What follows belongs to an exercise in optimizing a design on an open flow for small area; a production flow would make more cautious choices.
Only simulation tests tie the RTL to the original design; equivalence was not proved.
The clock port is modelled as an ideal driver; clocking choices that lean on that would not hold on a real chip.

==> inputs of branch cedar <==
==> flow/design.v (excerpt) <==
module rc5_dec (
    input  wire        clk,
    input  wire        rst,           
    input  wire        ev_valid,
    input  wire [31:0] ev_word,
    output wire        take_valid,
    output wire [31:0] take_data
);
==> module rc5_classifier, before the edit <==
module rc5_classifier #(
    parameter DW  = 27,
    parameter T   = 900,
    parameter TOL = 270
) (
    input  wire [DW-1:0] dur,
    output wire          is_ok,     
    output wire          is_long
);
    wire in_short = (dur >= T - TOL)     && (dur < T + TOL);
    wire in_long  = (dur >= 2 * T - TOL) && (dur < 2 * T + TOL);
    assign is_ok   = in_short | in_long;
    assign is_long = in_long;
endmodule
==> module rc5_accumulator, before the edit <==
module rc5_accumulator #(
    parameter W = 32
) (
    input  wire         clk,
    input  wire         clear,      
    input  wire         load_d,
    input  wire         commit,     
    input  wire         set_err,    
    input  wire         nbit_in,    
    output reg  [W-1:0] nq
);
    wire a = clear | commit;
    wire b = clear | ~commit;
    always @(posedge clk) begin
        nq[0]     <= clear ? 1'b0 : commit ? nbit_in : (nq[0] | set_err);
        nq[1]     <= clear ? ~load_d : commit ? nq[0] : nq[1];
        nq[W-1:2] <= ({(W-2){a}} | nq[W-1:2]) & ({(W-2){b}} | nq[W-2:1]);
    end
endmodule
==> flow/config.mk <==
export PLATFORM = sky130hd
export DESIGN_NAME = rc5_dec
export DESIGN_NICKNAME = rc5_dec
export VERILOG_FILES = /design/flow/design.v
export SDC_FILE = /design/flow/constraint.sdc
export NUM_CORES = 4
export LEC_CHECK = 0
export CAP_MARGIN = 20
export CORE_MARGIN = 2
export CORE_UTILIZATION = 40
export SLEW_MARGIN = 20
==> flow/constraint.sdc <==
create_clock -name core_clock -period 10.0 [get_ports {clk}]
set_input_delay 2.0000 -clock core_clock [delete_from_list [all_inputs] [get_ports {clk}]]
set_output_delay 2.0000 -clock core_clock [all_outputs]
set_load 0.01 [all_outputs]
standard.sh (not shown) runs the stock make flow with config.mk's settings and CLKGATE_MAP_FILE= SYNTH_SCRIPT=/design/flow/synth_recipe.tcl, a recipe that flattens the netlist after the stock synthesis.
==> flow/flow/run.sh <==
#!/bin/bash
# Own layout flow:
#  1. the standard synthesis (standard.sh synth), unchanged;
#  2. its combinational logic re-mapped for area with a few ABC scripts
#     (registers, their names and cell types untouched); each result is
#     proven equal to the standard netlist and the smallest is kept;
#  3. the standard floorplan and placement, with the smallest buffer
#     on the ports;
#  4. a one-buffer clock tree (cts.tcl) in place of ORFS's CTS step;
#  5. the standard routing and finishing.
set -euo pipefail
WORK=$(pwd)
FLOWDIR=$WORK/flow
R=$WORK/orfs/results/$FLOW_PLATFORM/rc5_dec/base
LIB=$FLOW_HOME/platforms/sky130hd/lib/sky130_fd_sc_hd__tt_025C_1v80.lib
YOSYS=$(command -v yosys || echo /OpenROAD-flow-scripts/tools/install/yosys/bin/yosys)
OPENROAD=$(command -v openroad || echo /OpenROAD-flow-scripts/tools/install/OpenROAD/bin/openroad)

bash standard.sh synth > $WORK/log_synth.txt 2>&1

cp $R/1_2_yosys.v $WORK/std_synth.v
python3 $FLOWDIR/cutff.py $WORK/std_synth.v $WORK/eq_gold.v gold
best=""
best_area=""
for s in $FLOWDIR/abc_*.script; do
  n=$(basename $s .script)
  if FLOW_LIB=$LIB REMAP_IN=$WORK/std_synth.v REMAP_OUT=$WORK/remap_$n.v \
     REMAP_SCRIPT=$s REMAP_STAT=$WORK/remap_$n.stat \
     $YOSYS -c $FLOWDIR/remap.tcl > $WORK/log_remap_$n.txt 2>&1 \
     && ! grep -q "assign" $WORK/remap_$n.v \
     && python3 $FLOWDIR/cutff.py $WORK/remap_$n.v $WORK/eq_gate_$n.v gate \
     && FLOW_LIB=$LIB EQ_GOLD=$WORK/eq_gold.v EQ_GATE=$WORK/eq_gate_$n.v \
        $YOSYS -c $FLOWDIR/eqcheck.tcl > $WORK/log_eq_$n.txt 2>&1; then
    a=$(awk '/Chip area for top module/ {print $NF}' $WORK/remap_$n.stat)
    echo "$n $a" >> $WORK/remap_areas.txt
    if [[ -n "$a" ]] && { [[ -z "$best_area" ]] || awk -v a=$a -v b=$best_area 'BEGIN{exit !(a<b)}'; }; then
      best=$n; best_area=$a
    fi
  else
    echo "$n failed" >> $WORK/remap_areas.txt
  fi
done
echo "best $best $best_area" >> $WORK/remap_areas.txt
if [[ -n "$best" ]]; then
  cp $WORK/remap_$best.v $R/1_2_yosys.v
  rm -f $R/1_synth.odb
fi

export BUFFER_PORTS_ARGS="-buffer_cell sky130_fd_sc_hd__buf_1"
bash standard.sh place > $WORK/log_place.txt 2>&1

RESULTS=$R LIB=$LIB FLOW_HOME=$FLOW_HOME CLK_BUF=${CLK_BUF:-sky130_fd_sc_hd__clkbuf_8} CLK_NBUF=${CLK_NBUF:-2} \
  $OPENROAD -no_init -exit $FLOWDIR/cts.tcl > $WORK/log_cts.txt 2>&1

bash standard.sh > $WORK/log_layout.txt 2>&1
==> flow/flow/abc_m1.script <==
strash
&get -n
&nf -p -R 1000
&put
==> flow/flow/abc_m3.script <==
strash
map -a
==> flow/flow/abc_n4.script <==
strash
&get -n
&deepsyn -T 20
&nf -p -R 1000
&put
==> flow/flow/abc_n6.script <==
strash
dc2
dch -f
&get -n
&nf -p -R 1000
&put
==> flow/flow/abc_s4.script <==
strash
ifraig
dc2
dch -f
&get -n
&nf -p -R 1000 -F 8 -A 4 -a
&put
==> flow/flow/cts.tcl <==
# Clock tree: one clock buffer, placed at the centre of the registers,
# drives every register clock pin.  Replaces ORFS's 4_1_cts step.
set R $::env(RESULTS)
read_liberty $::env(LIB)
read_db $R/3_place.odb
read_sdc $R/3_place.sdc
source $::env(FLOW_HOME)/platforms/sky130hd/setRC.tcl

set block [ord::get_db_block]
set dbu [$block getDbUnitsPerMicron]
set nbuf $::env(CLK_NBUF)
set clk_net [$block findNet clk]
set sinks {}
foreach it [$clk_net getITerms] {
  set inst [$it getInst]
  set bb [$inst getBBox]
  lappend sinks [list [expr {([$bb xMin] + [$bb xMax]) / 2.0 / $dbu}] \
                      [expr {([$bb yMin] + [$bb yMax]) / 2.0 / $dbu}] \
                      [$inst getName]/[[$it getMTerm] getName]]
}
puts "clock sinks: [llength $sinks]"
# split the sinks into nbuf groups of equal size by x, one buffer per group
set sinks [lsort -real -index 0 $sinks]
set n [llength $sinks]
for {set g 0} {$g < $nbuf} {incr g} {
  set lo [expr {$g * $n / $nbuf}]
  set hi [expr {($g + 1) * $n / $nbuf - 1}]
  set grp [lrange $sinks $lo $hi]
  set sx 0.0
  set sy 0.0
  set pins {}
  foreach s $grp {
    set sx [expr {$sx + [lindex $s 0]}]
    set sy [expr {$sy + [lindex $s 1]}]
    lappend pins [get_pins [lindex $s 2]]
  }
  set k [llength $grp]
  insert_buffer -buffer_cell $::env(CLK_BUF) -net clk -load_pins $pins \
    -location [list [expr {$sx / $k}] [expr {$sy / $k}]] \
    -buffer_name clkbuf_$g -net_name clknet_$g
}
foreach i [$block getInsts] {
  if { [string match clkbuf_* [$i getName]] } {
    foreach it [$i getITerms] {
      set net [$it getNet]
      if { $net != "NULL" } { $net setSigType CLOCK; puts "clock net [$net getName]" }
    }
  }
}
set_propagated_clock [all_clocks]
detailed_placement
estimate_parasitics -placement
report_clock_skew
repair_timing -verbose
detailed_placement
check_placement -verbose
report_checks -path_delay min_max
write_db $R/4_1_cts.odb
write_sdc -no_timestamp $R/4_cts.sdc
==> flow/flow/cutff.py <==
"""Cut the registers of a flat gate-level netlist into ports, so that two
netlists with the same registers can be compared combinationally.
usage: cutff.py IN OUT MODNAME"""
import re, sys
src, dst, name = sys.argv[1:4]
t = open(src).read()
cell = re.compile(r'\n\s*(sky130_fd_sc_hd__\w*df\w*)\s+(\\\S+\s|\S+)\s*\((.*?)\);', re.S)
ports, body = [], []
def key(inst):
    return re.sub(r'[^A-Za-z0-9_]', '_', inst.strip().lstrip('\\'))
def repl(m):
    typ, inst, pins = m.group(1), m.group(2), m.group(3)
    k = key(inst)
    out = []
    for p, net in re.findall(r'\.(\w+)\s*\(([^()]*)\)', pins):
        net = net.strip()
        if p in ('Q', 'Q_N'):
            ports.append(f'input ffq_{k}_{p}')
            out.append(f'  assign {net} = ffq_{k}_{p} ;')
        elif p != 'CLK':
            ports.append(f'output ffd_{k}_{p}')
            out.append(f'  assign ffd_{k}_{p} = {net} ;')
    return '\n' + '\n'.join(out)
t = cell.sub(repl, t)
m = re.search(r'module\s+rc5_dec\s*\((.*?)\);', t, re.S)
ports.sort()
newhdr = 'module ' + name + '(' + m.group(1) + ', ' + ', '.join(p.split()[1] for p in ports) + ');\n' + \
         '\n'.join('  ' + p + ';' for p in ports)
t = t[:m.start()] + newhdr + t[m.end():]
open(dst, 'w').write(t)
==> flow/flow/eqcheck.tcl <==
# Check that a re-mapped netlist matches the standard synthesis netlist:
# both have the same registers (cut into ports by cutff.py), so prove the
# combinational logic equal.
yosys -import
set lib $::env(FLOW_LIB)
read_liberty -ignore_miss_func $lib
read_verilog $::env(EQ_GOLD)
read_verilog $::env(EQ_GATE)
hierarchy -check
flatten
opt_clean -purge
miter -equiv -flatten -make_assert gold gate miter
hierarchy -top miter
sat -verify -prove-asserts miter
==> flow/flow/remap.tcl <==
# Re-map the combinational logic of the standard synthesis netlist for area.
# Registers (and tie cells) keep their instances, names and cell types.
yosys -import
set lib $::env(FLOW_LIB)
set in $::env(REMAP_IN)
set out $::env(REMAP_OUT)
set scr $::env(REMAP_SCRIPT)
read_liberty -ignore_miss_func $lib
set keep {}
foreach m [split [string trim [tee -q -s result.string select -list =sky130_fd_sc_hd__*df* =sky130_fd_sc_hd__*dl*]] "\n"] {
  setattr -mod -set keep_hierarchy 1 $m
}
read_verilog -defer $in
hierarchy -top rc5_dec
flatten
yosys rename -hide w:*.*
opt_clean -purge
abc -liberty $lib -script $scr -dont_use *lpflow* -dont_use *probe* -dont_use *clkdly* -dont_use *dlygate* -dont_use *dlymetal*
opt_clean -purge
splitnets
opt_clean -purge
hilomap -singleton -hicell sky130_fd_sc_hd__conb_1 HI -locell sky130_fd_sc_hd__conb_1 LO
opt_clean -purge
tee -o $::env(REMAP_STAT) stat -liberty $lib
select -module rc5_dec
write_verilog -noattr -nohex -nodec -selected $out
Other scripts of this flow, unchanged in this note and not shown: flow/flow/abc_a2.script, flow/flow/abc_m6.script
==> branch umber (differences from branch cedar) <==
==> flow/flow/run.sh (replaced) <==
#!/bin/bash
# Own layout flow: the standard synthesis, then the combinational logic
# re-mapped for area (registers untouched), then the standard layout with
# the smallest buffer on the ports.
set -euo pipefail
WORK=$(pwd)
FLOWDIR=$WORK/flow
R=$WORK/orfs/results/$FLOW_PLATFORM/rc5_dec/base
LIB=$FLOW_HOME/platforms/sky130hd/lib/sky130_fd_sc_hd__tt_025C_1v80.lib
YOSYS=$(command -v yosys || echo /OpenROAD-flow-scripts/tools/install/yosys/bin/yosys)

bash standard.sh synth > $WORK/log_synth.txt 2>&1

cp $R/1_2_yosys.v $WORK/std_synth.v
best=""
best_area=""
for s in $FLOWDIR/abc_*.script; do
  n=$(basename $s .script)
  if FLOW_LIB=$LIB REMAP_IN=$WORK/std_synth.v REMAP_OUT=$WORK/remap_$n.v \
     REMAP_SCRIPT=$s REMAP_STAT=$WORK/remap_$n.stat \
     $YOSYS -c $FLOWDIR/remap.tcl > $WORK/log_remap_$n.txt 2>&1; then
    a=$(awk '/Chip area for top module/ {print $NF}' $WORK/remap_$n.stat)
    echo "$n $a" >> $WORK/remap_areas.txt
    if [[ -n "$a" ]] && { [[ -z "$best_area" ]] || awk -v a=$a -v b=$best_area 'BEGIN{exit !(a<b)}'; }; then
      best=$n; best_area=$a
    fi
  fi
done
echo "best $best $best_area" >> $WORK/remap_areas.txt
if [[ -n "$best" ]]; then
  cp $WORK/remap_$best.v $R/1_2_yosys.v
  rm -f $R/1_synth.odb
fi

export BUFFER_PORTS_ARGS="-buffer_cell sky130_fd_sc_hd__buf_1"
bash standard.sh > $WORK/log_layout.txt 2>&1
removed: flow/flow/abc_n4.script
removed: flow/flow/abc_n6.script
removed: flow/flow/cts.tcl
removed: flow/flow/cutff.py
removed: flow/flow/eqcheck.tcl
==> branch amber (differences from branch cedar) <==
--- a/flow/design.v
+++ b/flow/design.v
@@ -5,12 +5,13 @@
 ) (
     input  wire [DW-1:0] dur,
     output wire          is_ok,     
-    output wire          is_long
+    output wire          is_long    
 );
+    localparam LONG_SPLIT = 1280;
     wire in_short = (dur >= T - TOL)     && (dur < T + TOL);
     wire in_long  = (dur >= 2 * T - TOL) && (dur < 2 * T + TOL);
     assign is_ok   = in_short | in_long;
-    assign is_long = in_long;
+    assign is_long = (dur >= LONG_SPLIT);
 endmodule
 module rc5_resolver (
     input  wire rising,
@@ -38,7 +39,7 @@
     wire b = clear | ~commit;
     always @(posedge clk) begin
         nq[0]     <= clear ? 1'b0 : commit ? nbit_in : (nq[0] | set_err);
-        nq[1]     <= clear ? ~load_d : commit ? nq[0] : nq[1];
+        nq[1]     <= ((a | nq[1]) & (b | nq[0])) & ~load_d;
         nq[W-1:2] <= ({(W-2){a}} | nq[W-1:2]) & ({(W-2){b}} | nq[W-2:1]);
     end
 endmodule
--- a/flow/flow/run.sh
+++ b/flow/flow/run.sh
@@ -20,9 +20,8 @@
 
 cp $R/1_2_yosys.v $WORK/std_synth.v
 python3 $FLOWDIR/cutff.py $WORK/std_synth.v $WORK/eq_gold.v gold
-best=""
-best_area=""
-for s in $FLOWDIR/abc_*.script; do
+remap_one() {
+  s=$1
   n=$(basename $s .script)
   if FLOW_LIB=$LIB REMAP_IN=$WORK/std_synth.v REMAP_OUT=$WORK/remap_$n.v \
      REMAP_SCRIPT=$s REMAP_STAT=$WORK/remap_$n.stat \
@@ -31,15 +30,16 @@
      && python3 $FLOWDIR/cutff.py $WORK/remap_$n.v $WORK/eq_gate_$n.v gate \
      && FLOW_LIB=$LIB EQ_GOLD=$WORK/eq_gold.v EQ_GATE=$WORK/eq_gate_$n.v \
         $YOSYS -c $FLOWDIR/eqcheck.tcl > $WORK/log_eq_$n.txt 2>&1; then
-    a=$(awk '/Chip area for top module/ {print $NF}' $WORK/remap_$n.stat)
-    echo "$n $a" >> $WORK/remap_areas.txt
-    if [[ -n "$a" ]] && { [[ -z "$best_area" ]] || awk -v a=$a -v b=$best_area 'BEGIN{exit !(a<b)}'; }; then
-      best=$n; best_area=$a
-    fi
+    echo "$n $(awk '/Chip area for top module/ {print $NF}' $WORK/remap_$n.stat)" > $WORK/remap_$n.area
   else
-    echo "$n failed" >> $WORK/remap_areas.txt
+    echo "$n failed" > $WORK/remap_$n.area
   fi
-done
+}
+export -f remap_one
+export WORK FLOWDIR LIB YOSYS
+ls $FLOWDIR/abc_*.script | xargs -P ${NUM_CORES:-4} -I{} bash -c 'remap_one {}'
+cat $WORK/remap_*.area > $WORK/remap_areas.txt
+read best best_area < <(awk '$2 != "failed"' $WORK/remap_areas.txt | sort -k2,2g -k1,1 | head -1) || true
 echo "best $best $best_area" >> $WORK/remap_areas.txt
 if [[ -n "$best" ]]; then
   cp $WORK/remap_$best.v $R/1_2_yosys.v
@@ -49,7 +49,7 @@
 export BUFFER_PORTS_ARGS="-buffer_cell sky130_fd_sc_hd__buf_1"
 bash standard.sh place > $WORK/log_place.txt 2>&1
 
-RESULTS=$R LIB=$LIB FLOW_HOME=$FLOW_HOME CLK_BUF=${CLK_BUF:-sky130_fd_sc_hd__clkbuf_8} CLK_NBUF=${CLK_NBUF:-2} \
+RESULTS=$R LIB=$LIB FLOW_HOME=$FLOW_HOME CLK_BUF=${CLK_BUF:-sky130_fd_sc_hd__clkbuf_16} CLK_NBUF=${CLK_NBUF:-1} \
   $OPENROAD -no_init -exit $FLOWDIR/cts.tcl > $WORK/log_cts.txt 2>&1
 
 bash standard.sh > $WORK/log_layout.txt 2>&1
==> flow/flow/abc_ds0.script (new file) <==
strash
&get -n
&deepsyn -T 20 -S 0
&nf -p -R 1000
&put
==> flow/flow/abc_ds1.script (new file) <==
strash
&get -n
&deepsyn -T 20 -S 1
&nf -p -R 1000
&put
==> flow/flow/abc_ds2.script (new file) <==
strash
&get -n
&deepsyn -T 20 -S 2
&nf -p -R 1000
&put
==> flow/flow/abc_ds3.script (new file) <==
strash
&get -n
&deepsyn -T 20 -S 3
&nf -p -R 1000
&put
==> flow/flow/abc_ds4.script (new file) <==
strash
&get -n
&deepsyn -T 20 -S 4
&nf -p -R 1000
&put
==> flow/flow/abc_ds5.script (new file) <==
strash
&get -n
&deepsyn -T 20 -S 5
&nf -p -R 1000
&put
==> flow/flow/abc_ds6.script (new file) <==
strash
&get -n
&deepsyn -T 20 -S 6
&nf -p -R 1000
&put
==> flow/flow/abc_w30.script (new file) <==
strash
&get -n
&dc2
&put
strash
&get -n
&nf -p -R 1000
&put
removed: flow/flow/abc_m1.script
removed: flow/flow/abc_m3.script
removed: flow/flow/abc_n4.script
removed: flow/flow/abc_s4.script
==> branch willow (differences from branch cedar) <==
--- a/flow/design.v
+++ b/flow/design.v
@@ -5,12 +5,13 @@
 ) (
     input  wire [DW-1:0] dur,
     output wire          is_ok,     
-    output wire          is_long
+    output wire          is_long    
 );
+    localparam LONG_SPLIT = 1280;
     wire in_short = (dur >= T - TOL)     && (dur < T + TOL);
     wire in_long  = (dur >= 2 * T - TOL) && (dur < 2 * T + TOL);
     assign is_ok   = in_short | in_long;
-    assign is_long = in_long;
+    assign is_long = (dur >= LONG_SPLIT);
 endmodule
 module rc5_resolver (
     input  wire rising,
@@ -38,7 +39,7 @@
     wire b = clear | ~commit;
     always @(posedge clk) begin
         nq[0]     <= clear ? 1'b0 : commit ? nbit_in : (nq[0] | set_err);
-        nq[1]     <= clear ? ~load_d : commit ? nq[0] : nq[1];
+        nq[1]     <= ((a | nq[1]) & (b | nq[0])) & ~load_d;
         nq[W-1:2] <= ({(W-2){a}} | nq[W-1:2]) & ({(W-2){b}} | nq[W-2:1]);
     end
 endmodule
--- a/flow/flow/run.sh
+++ b/flow/flow/run.sh
@@ -20,9 +20,8 @@
 
 cp $R/1_2_yosys.v $WORK/std_synth.v
 python3 $FLOWDIR/cutff.py $WORK/std_synth.v $WORK/eq_gold.v gold
-best=""
-best_area=""
-for s in $FLOWDIR/abc_*.script; do
+remap_one() {
+  s=$1
   n=$(basename $s .script)
   if FLOW_LIB=$LIB REMAP_IN=$WORK/std_synth.v REMAP_OUT=$WORK/remap_$n.v \
      REMAP_SCRIPT=$s REMAP_STAT=$WORK/remap_$n.stat \
@@ -31,15 +30,16 @@
      && python3 $FLOWDIR/cutff.py $WORK/remap_$n.v $WORK/eq_gate_$n.v gate \
      && FLOW_LIB=$LIB EQ_GOLD=$WORK/eq_gold.v EQ_GATE=$WORK/eq_gate_$n.v \
         $YOSYS -c $FLOWDIR/eqcheck.tcl > $WORK/log_eq_$n.txt 2>&1; then
-    a=$(awk '/Chip area for top module/ {print $NF}' $WORK/remap_$n.stat)
-    echo "$n $a" >> $WORK/remap_areas.txt
-    if [[ -n "$a" ]] && { [[ -z "$best_area" ]] || awk -v a=$a -v b=$best_area 'BEGIN{exit !(a<b)}'; }; then
-      best=$n; best_area=$a
-    fi
+    echo "$n $(awk '/Chip area for top module/ {print $NF}' $WORK/remap_$n.stat)" > $WORK/remap_$n.area
   else
-    echo "$n failed" >> $WORK/remap_areas.txt
+    echo "$n failed" > $WORK/remap_$n.area
   fi
-done
+}
+export -f remap_one
+export WORK FLOWDIR LIB YOSYS
+ls $FLOWDIR/abc_*.script | xargs -P ${NUM_CORES:-4} -I{} bash -c 'remap_one {}'
+cat $WORK/remap_*.area > $WORK/remap_areas.txt
+read best best_area < <(awk '$2 != "failed"' $WORK/remap_areas.txt | sort -k2,2g -k1,1 | head -1) || true
 echo "best $best $best_area" >> $WORK/remap_areas.txt
 if [[ -n "$best" ]]; then
   cp $WORK/remap_$best.v $R/1_2_yosys.v
==> flow/flow/abc_ds0.script (new file) <==
strash
&get -n
&deepsyn -T 20 -S 0
&nf -p -R 1000
&put
==> flow/flow/abc_ds1.script (new file) <==
strash
&get -n
&deepsyn -T 20 -S 1
&nf -p -R 1000
&put
==> flow/flow/abc_ds2.script (new file) <==
strash
&get -n
&deepsyn -T 20 -S 2
&nf -p -R 1000
&put
==> flow/flow/abc_ds3.script (new file) <==
strash
&get -n
&deepsyn -T 20 -S 3
&nf -p -R 1000
&put
==> flow/flow/abc_ds4.script (new file) <==
strash
&get -n
&deepsyn -T 20 -S 4
&nf -p -R 1000
&put
==> flow/flow/abc_ds5.script (new file) <==
strash
&get -n
&deepsyn -T 20 -S 5
&nf -p -R 1000
&put
==> flow/flow/abc_ds6.script (new file) <==
strash
&get -n
&deepsyn -T 20 -S 6
&nf -p -R 1000
&put
==> flow/flow/abc_w30.script (new file) <==
strash
&get -n
&dc2
&put
strash
&get -n
&nf -p -R 1000
&put
removed: flow/flow/abc_m1.script
removed: flow/flow/abc_m3.script
removed: flow/flow/abc_n4.script
removed: flow/flow/abc_s4.script
==> notes <==
- Setup slack, lowest first: branch willow, branch amber, branch cedar, branch umber.
- Cell count: branch amber < branch willow < branch cedar < branch umber.
- Hold slack: branch amber > branch umber > branch willow > branch cedar.
- Between branch umber and branch cedar, the lower synthesized cell count is in branch cedar (gap about 3.3%, measured against branch cedar).

-- what the ideal ports hide --
The flow's constraints put no driver on any port. The routed layouts listed below were extracted and timed again, unchanged, in two steps.
Step 1: set_driving_cell puts a clkbuf_16 on clk and a buf_2 on each other input, an assumption about the parent block.
Step 2 times the ports against the registers' clock, not the clock port: input delays grow and output delays shrink by t, the midpoint of the rising clock arrivals with the driver on.
Three values: ideal, step 1, step 2; two values: the first two.
run | t (ns) | slack for setup (ns) | cell pins on the clock port's net
branch cedar | 0.181 | 5.249 / 5.250 / 5.069 | 2
branch umber | 0.349 | 5.512 / 5.513 / 5.164 | 1
branch amber | 0.197 | 4.952 / 4.957 / 4.761 | 1
branch willow | 0.184 | 4.922 / 4.932 / 4.748 | 2
After both steps setup and hold are still met in every run listed. For branch umber, which loses most, drivers alone change the setup slack by +0.001 ns; drivers and shift together by -0.348 ns.
